Source: an optimization exercise on an open RTL-to-GDS flow (aim: small area and a short achievable clock period). Production flows keep margins and buffers that such runs may drop. At most, simulation tests tie the RTL to the original design; equivalence was not proved. Power and IR drop assume default switching activity.

## exp/harbor
==> flow/design.v <==
module rtp_rx_check (
    input  wire        clk,
    input  wire        rst,
    input  wire        in_valid,
    input  wire [63:0] in_data,
    input  wire        in_last,
    input  wire [2:0]  in_nbytes,
    output wire        out_valid,
    output wire        out_hdr,
    output wire        out_ok,
    output wire [31:0] out_type,
    output wire [31:0] out_seq,
    output wire [31:0] out_len,
    output wire [31:0] out_csum,
    output wire [15:0] out_sum,
    output wire [10:0] out_plen,
    output wire [11:0] out_flen
);
    reg         first;
    reg         ph_b1;
    reg         ph_pl;
    reg         ph_past;
    reg         fin;         
    reg  [11:0] flen;        
    reg  [10:0] room;        
    reg  [7:0]  kmask;       
    reg         lim;         
    reg  [15:0] acc_p;       
    reg  [15:0] acc_g;       
    reg  [31:0] f_type;
    reg  [31:0] f_seq;
    reg  [31:0] f_len;
    reg  [31:0] f_csum;
    wire        full     = ~in_last | (in_nbytes == 3'd0);
    wire [3:0]  nb       = full ? 4'd8 : {1'b0, in_nbytes};
    reg  [7:0]  keep;
    reg  [63:0] masked;
    integer     j;
    always @* begin
        for (j = 0; j < 8; j = j + 1) begin
            keep[j] = in_valid & kmask[j] & (full | (in_nbytes > j));
            masked[63 - 8*j -: 8] = keep[j] ? in_data[63 - 8*j -: 8] : 8'h00;
        end
    end
    function [31:0] csa;
        input [15:0] a, b, c;
        reg   [15:0] m;
        begin
            m   = (a & b) | (a & c) | (b & c);
            csa = {m[14:0], m[15], a ^ b ^ c};
        end
    endfunction
    function [7:0] thermo;
        input [10:0] n;
        integer i;
        begin
            for (i = 0; i < 8; i = i + 1)
                thermo[i] = (n > i);
        end
    endfunction
    wire [15:0] s_in = first ? 16'd0 : acc_p;
    wire [15:0] c_in = first ? 16'd0 : {acc_g[14:0], acc_g[15]};
    wire [31:0] l1a  = csa(masked[63:48], masked[47:32], masked[31:16]);
    wire [31:0] l1b  = csa(masked[15:0], s_in, c_in);
    wire [31:0] l2   = csa(l1a[15:0], l1a[31:16], l1b[15:0]);
    wire [31:0] l3   = csa(l2[15:0], l2[31:16], l1b[31:16]);
    wire [10:0] len_sat  = (|in_data[63:43]) ? 11'h7FF : in_data[42:32];
    wire [10:0] room_dec = (|room[10:3]) ? room - 11'd8 : 11'd0;
    wire        pl_end   = (flen[10:3] == 8'hFF);     
    wire [11:0] base     = first ? 12'd0 : flen;
    wire [8:0]  base_inc = base[11:3] + 9'd1;
    always @(posedge clk) begin
        if (rst) begin
            first   <= 1'b1;
            ph_b1   <= 1'b0;
            ph_pl   <= 1'b0;
            ph_past <= 1'b0;
            kmask   <= 8'hFF;
            fin     <= 1'b0;
        end else begin
            fin <= in_valid & in_last;
            if (in_valid) begin
                first   <= in_last;
                ph_b1   <= ~in_last & first;
                ph_pl   <= ~in_last & (ph_b1 | (ph_pl & ~pl_end));
                ph_past <= ~in_last & (ph_past | (ph_pl & pl_end));
                if (in_last)
                    kmask <= 8'hFF;
                else if (first)
                    kmask <= 8'h0F;                      
                else if (ph_b1)
                    kmask <= thermo(len_sat);
                else if (ph_pl & ~pl_end)
                    kmask <= thermo(room_dec);
                else
                    kmask <= 8'h00;
            end
        end
        acc_p <= l3[15:0] ^ l3[31:16];
        acc_g <= l3[15:0] & l3[31:16];
        if (in_valid) begin
            if (!ph_past)
                flen <= full ? {base_inc, 3'b000} : {base[11:3], in_nbytes};
            if (first) begin
                f_type <= in_data[63:32];
                f_seq  <= in_data[31:0];
            end
            if (ph_b1) begin
                f_len  <= in_data[63:32];
                f_csum <= in_data[31:0];
                room   <= len_sat;
            end
            if (ph_pl)
                room   <= room_dec;
            lim <= ~ph_b1 && (room[10:4] == 7'd0) && (room[3:0] <= (ph_past ? 4'd0 : nb));
        end
    end
    reg  [15:0] gp, pp, gn, pn;
    integer     k, d;
    always @* begin
        gp = acc_g;
        pp = acc_p;
        for (d = 1; d < 16; d = d * 2) begin
            for (k = 0; k < 16; k = k + 1) begin
                gn[k] = gp[k] | (pp[k] & gp[(k + 16 - d) % 16]);
                pn[k] = pp[k] & pp[(k + 16 - d) % 16];
            end
            gp = gn;
            pp = pn;
        end
    end
    wire [15:0] sum = ~(acc_p ^ {gp[14:0], gp[15]});
    wire [31:0] vu    = csa(acc_p, {acc_g[14:0], acc_g[15]}, f_csum[15:0]);
    wire        z_sc  = ~|{acc_p, acc_g};
    wire        z_mod = (vu[15:0] == ~vu[31:16]) | ~|vu | &vu;
    wire        cs_lo0 = ~|f_csum[15:0];
    wire        cs_lo1 = &f_csum[15:0];
    wire        hdr   = |flen[11:4];
    wire [11:0] avail = flen - 12'd16;
    assign out_valid = fin;
    assign out_hdr   = hdr;
    assign out_ok    = hdr & ~|f_csum[31:16] & z_mod & ~(z_sc & cs_lo0) & ~(~z_sc & cs_lo1);
    assign out_type  = f_type;
    assign out_seq   = f_seq;
    assign out_len   = f_len;
    assign out_csum  = f_csum;
    assign out_sum   = sum;
    assign out_plen  = lim ? f_len[10:0] : avail[10:0];
    assign out_flen  = flen;
endmodule
==> flow/config.mk <==
export PLATFORM = sky130hd
export DESIGN_NAME = rtp_rx_check
export DESIGN_NICKNAME = rtp_rx_check
export VERILOG_FILES = /design/flow/design.v
export SDC_FILE = /design/flow/constraint.sdc
export NUM_CORES = 4
export LEC_CHECK = 0
export ABC_CLOCK_PERIOD_IN_PS = 1000
export CAP_MARGIN = 20
export CORE_MARGIN = 2
export CORE_UTILIZATION = 40
export PLACE_DENSITY = 0.6
export SLEW_MARGIN = 20
==> flow/constraint.sdc <==
create_clock -name core_clock -period 7.0 [get_ports {clk}]
set_input_delay 1.4000 -clock core_clock [delete_from_list [all_inputs] [get_ports {clk}]]
set_output_delay 1.4000 -clock core_clock [all_outputs]
set_load 0.01 [all_outputs]
standard.sh (not shown) runs the stock make flow with config.mk's settings and CLKGATE_MAP_FILE= SYNTH_SCRIPT=/design/flow/synth_recipe.tcl, a recipe that flattens the netlist after the stock synthesis.
==> flow/flow/run.sh <==
#!/bin/bash
bash standard.sh finish BUFFER_PORTS_ARGS="-buffer_cell sky130_fd_sc_hd__buf_2" > standard.log 2>&1
Both conditions hold for exp/harbor: the flow ran to the end and the final layout passed the timing, DRC and antenna checks.
Input-level comparison between exp/juniper and exp/harbor:
Settings: an added SETUP_SLACK_MARGIN of 3.3; a deleted ABC_CLOCK_PERIOD_IN_PS that had been 1000.
exp/juniper against exp/harbor: number of buffers added on ports ~0 delta; non-clock buffer count +51. A worst setup path startpoint of acc_p[2]$_DFF_P_ is what exp/harbor shows, while f_csum[5]$_DFFE_PP_ belongs to exp/juniper. exp/juniper ends up with higher net switching power than exp/harbor does. Looking at wire length across both flows, exp/juniper is the weaker of the two, with exp/harbor ahead. Die span in y came out exactly the same in exp/harbor and exp/juniper. [compare] base=exp/harbor new=exp/juniper: number of standard cells in the layout, taps in and fillers out now larger; post-cts gate resize count now larger.
The following lists how exp/garnet was set up differently from exp/juniper:
Settings: SETUP_SLACK_MARGIN changed from 3.3 to 2.9.
[summary]
Looking at the reports, exp/garnet completed the entire flow and the layout it produced met the timing, DRC and antenna checks.
As far as hold buffer count at CTS goes, exp/juniper and exp/garnet are indistinguishable; the numbers are identical.
Measured against each other, exp/juniper and exp/garnet differ in register fraction of the total cell area, the higher figure coming from exp/garnet.
Worst-case headroom to the max-slew limit was lower in exp/garnet than in exp/juniper.
No run of this note included a check of the RTL's function; only the layout flow was run.

== 01-22 ==
rtp_rx_check, a different RTL version from the one above (not shown whole).
Size in the first run: ~810 cells after synthesis, ~190 flip-flops, ~0.010 mm2 of cells after synthesis.
export LEC_CHECK = 0
export CAP_MARGIN = 20
export CORE_MARGIN = 2
export CORE_UTILIZATION = 50
export CTS_BUF_LIST = sky130_fd_sc_hd__clkbuf_8
export CTS_CLUSTER_SIZE = 30
export PLACE_DENSITY = 0.7
export SETUP_SLACK_MARGIN = 3.2
export SLEW_MARGIN = 20
export TNS_END_PERCENT = 0
create_clock -name core_clock -period 7.0 [get_ports {clk}]
==> flow/flow/run.sh <==
#!/bin/bash
bash standard.sh finish BUFFER_PORTS_ARGS="-buffer_cell sky130_fd_sc_hd__buf_1" > standard.log 2>&1
01-22 closes out successfully: all stages finished, all timing, DRC and antenna checks passed.
The following lists how 08-27 was set up differently from 01-22:
- a change of SETUP_SLACK_MARGIN from 3.2 to 3.0
Findings:
Of 08-27 and 01-22, the run reporting the higher via count of the first global-routing pass was 01-22.
Setup slack of the worst register-to-register path: 08-27 vs 01-22 down 0.04 ns
Summary of the comparison: worst setup slack after layout is lower in 08-27, relative to 01-22.

## v7
Another version of the RTL of rtp_rx_check (not shown whole).
Size: about 850 cells after synthesis, ~240 I/O pins, about 10000 um2 of cells after synthesis.
clock: 7.0 ns
lec_check: 0
cap_margin: 20
core_margin: 2
core_utilization: 60
cts_buf_list: sky130_fd_sc_hd__clkbuf_8
cts_cluster_size: 30
place_density: 0.75
setup_slack_margin: 2.9
slew_margin: 20
Scripts as last shown in full above: flow/flow/run.sh
v7 completed; timing, DRC and antenna clean
Modified inputs, v2 compared to v7
- an added TNS_END_PERCENT of 20
- a change of PLACE_DENSITY from 0.75 to 0.6
- a change of SETUP_SLACK_MARGIN from 2.9 to 3.0
- a change of CORE_UTILIZATION from 60 to 40
==> comparison <==
Summary of v2 over v7: fraction of final layout cells sized beyond drive strength 1 rose 4.2 points, synthesis-to-layout area growth now larger, average via count per standard cell has decreased, leakage power summed over all cells increased by 1.1% relative to the old numbers. In terms of simple-gate portion of the synthesized area, v2 and v7 differ only marginally. Relative to v7, v2 degrades power in the clock group.
Edits applied to the flow inputs when going from v2 to v31:
- TNS_END_PERCENT removed (was 20)
- SETUP_SLACK_MARGIN changed from 3.0 to 3.2
Notes after the runs:
Via count of the first global-routing pass: v31 > v2. Compared with v2, placement density in the core of v31 is higher. | count of non-CTS buffers in the layout | lower: v2 |.
For v16, these inputs were changed with respect to v31:
- SETUP_SLACK_MARGIN changed from 3.2 to 2.9
--- outcome ---
- Side by side, wire length per cell after detailed routing turned out lower in v16 than in v31.
- Final instance area, v16 and v31: smaller value in v16
- Taking v31 as the reference, in v16 register area lost about 0.8%, number of setup buffers added after CTS lost 7.
- Summary: with v31 as the reference, power in the clock group in v16 moved down by a little under 10%.
- v16 ended with every stage complete and zero timing, DRC or antenna violations.
- ~same worst-skew pair later-pin latency in v16 and v31
- Growth of design area from synthesis to finish: v16 vs v31 down 5.8 points
Input changes introduced in v33 (baseline for comparison: v16):
- SETUP_SLACK_MARGIN changed from 2.9 to 2.6
==> summary.txt <==
- Post-layout instance count excluding filler cells: v16 vs v33 — no meaningful difference
- v33 vs. v16: non-clock buffer count lost 1.6%, via count picked up an extra 34.
- Fraction of layout cells with a size suffix above 1 ends up lower on v33.
- Changes observed in v33 relative to v16: post-route clock period utilization up 4.2 points, total length of routed met3 wires down 9.6%.
- Looking at fraction of power consumed by the clock network, v33 sits below v16.
- Against v16, v33 reports a power that is lower.

## separate check: timing with driven ports
Ports are ideal in the flow. The routed layouts listed here were re-timed in OpenROAD. Step 1, drivers: a clkbuf_16 drives clk and a buf_2 each remaining input, both assumed. Step 2 also shifts input and output timing later by t, the mid clock arrival at the registers, as if the neighbouring blocks saw the same clock. a / b / c = ideal / step 1 / step 2; a / b = the first two.
run | t, ns | setup WS [ns] | pins driven straight from the clock port
exp/harbor | 0.486 | 2.515 / 2.466 / 2.081 | 1
exp/juniper | 0.490 | 2.791 / 2.742 / 2.378 | 1
exp/garnet | 0.488 | 2.809 / 2.763 / 2.469 | 1
01-22 | 0.520 | 3.066 / 3.022 / 2.633 | 1
08-27 | 0.497 | 2.969 / 2.990 / 2.493 | 1
v7 | 0.501 | 2.941 / 2.902 / 2.577 | 1
v2 | 0.499 | 3.087 / 3.045 / 2.647 | 1
v31 | 0.515 | 3.181 / 3.137 / 2.764 | 1
v16 | 0.499 | 3.020 / 2.977 / 2.586 | 1
v33 | 0.506 | 2.727 / 2.743 / 2.237 | 1
After both steps every run listed still meets setup and hold. The setup slack of v33, which loses most, moves by +0.016 ns with the drivers and by -0.490 ns with both steps.
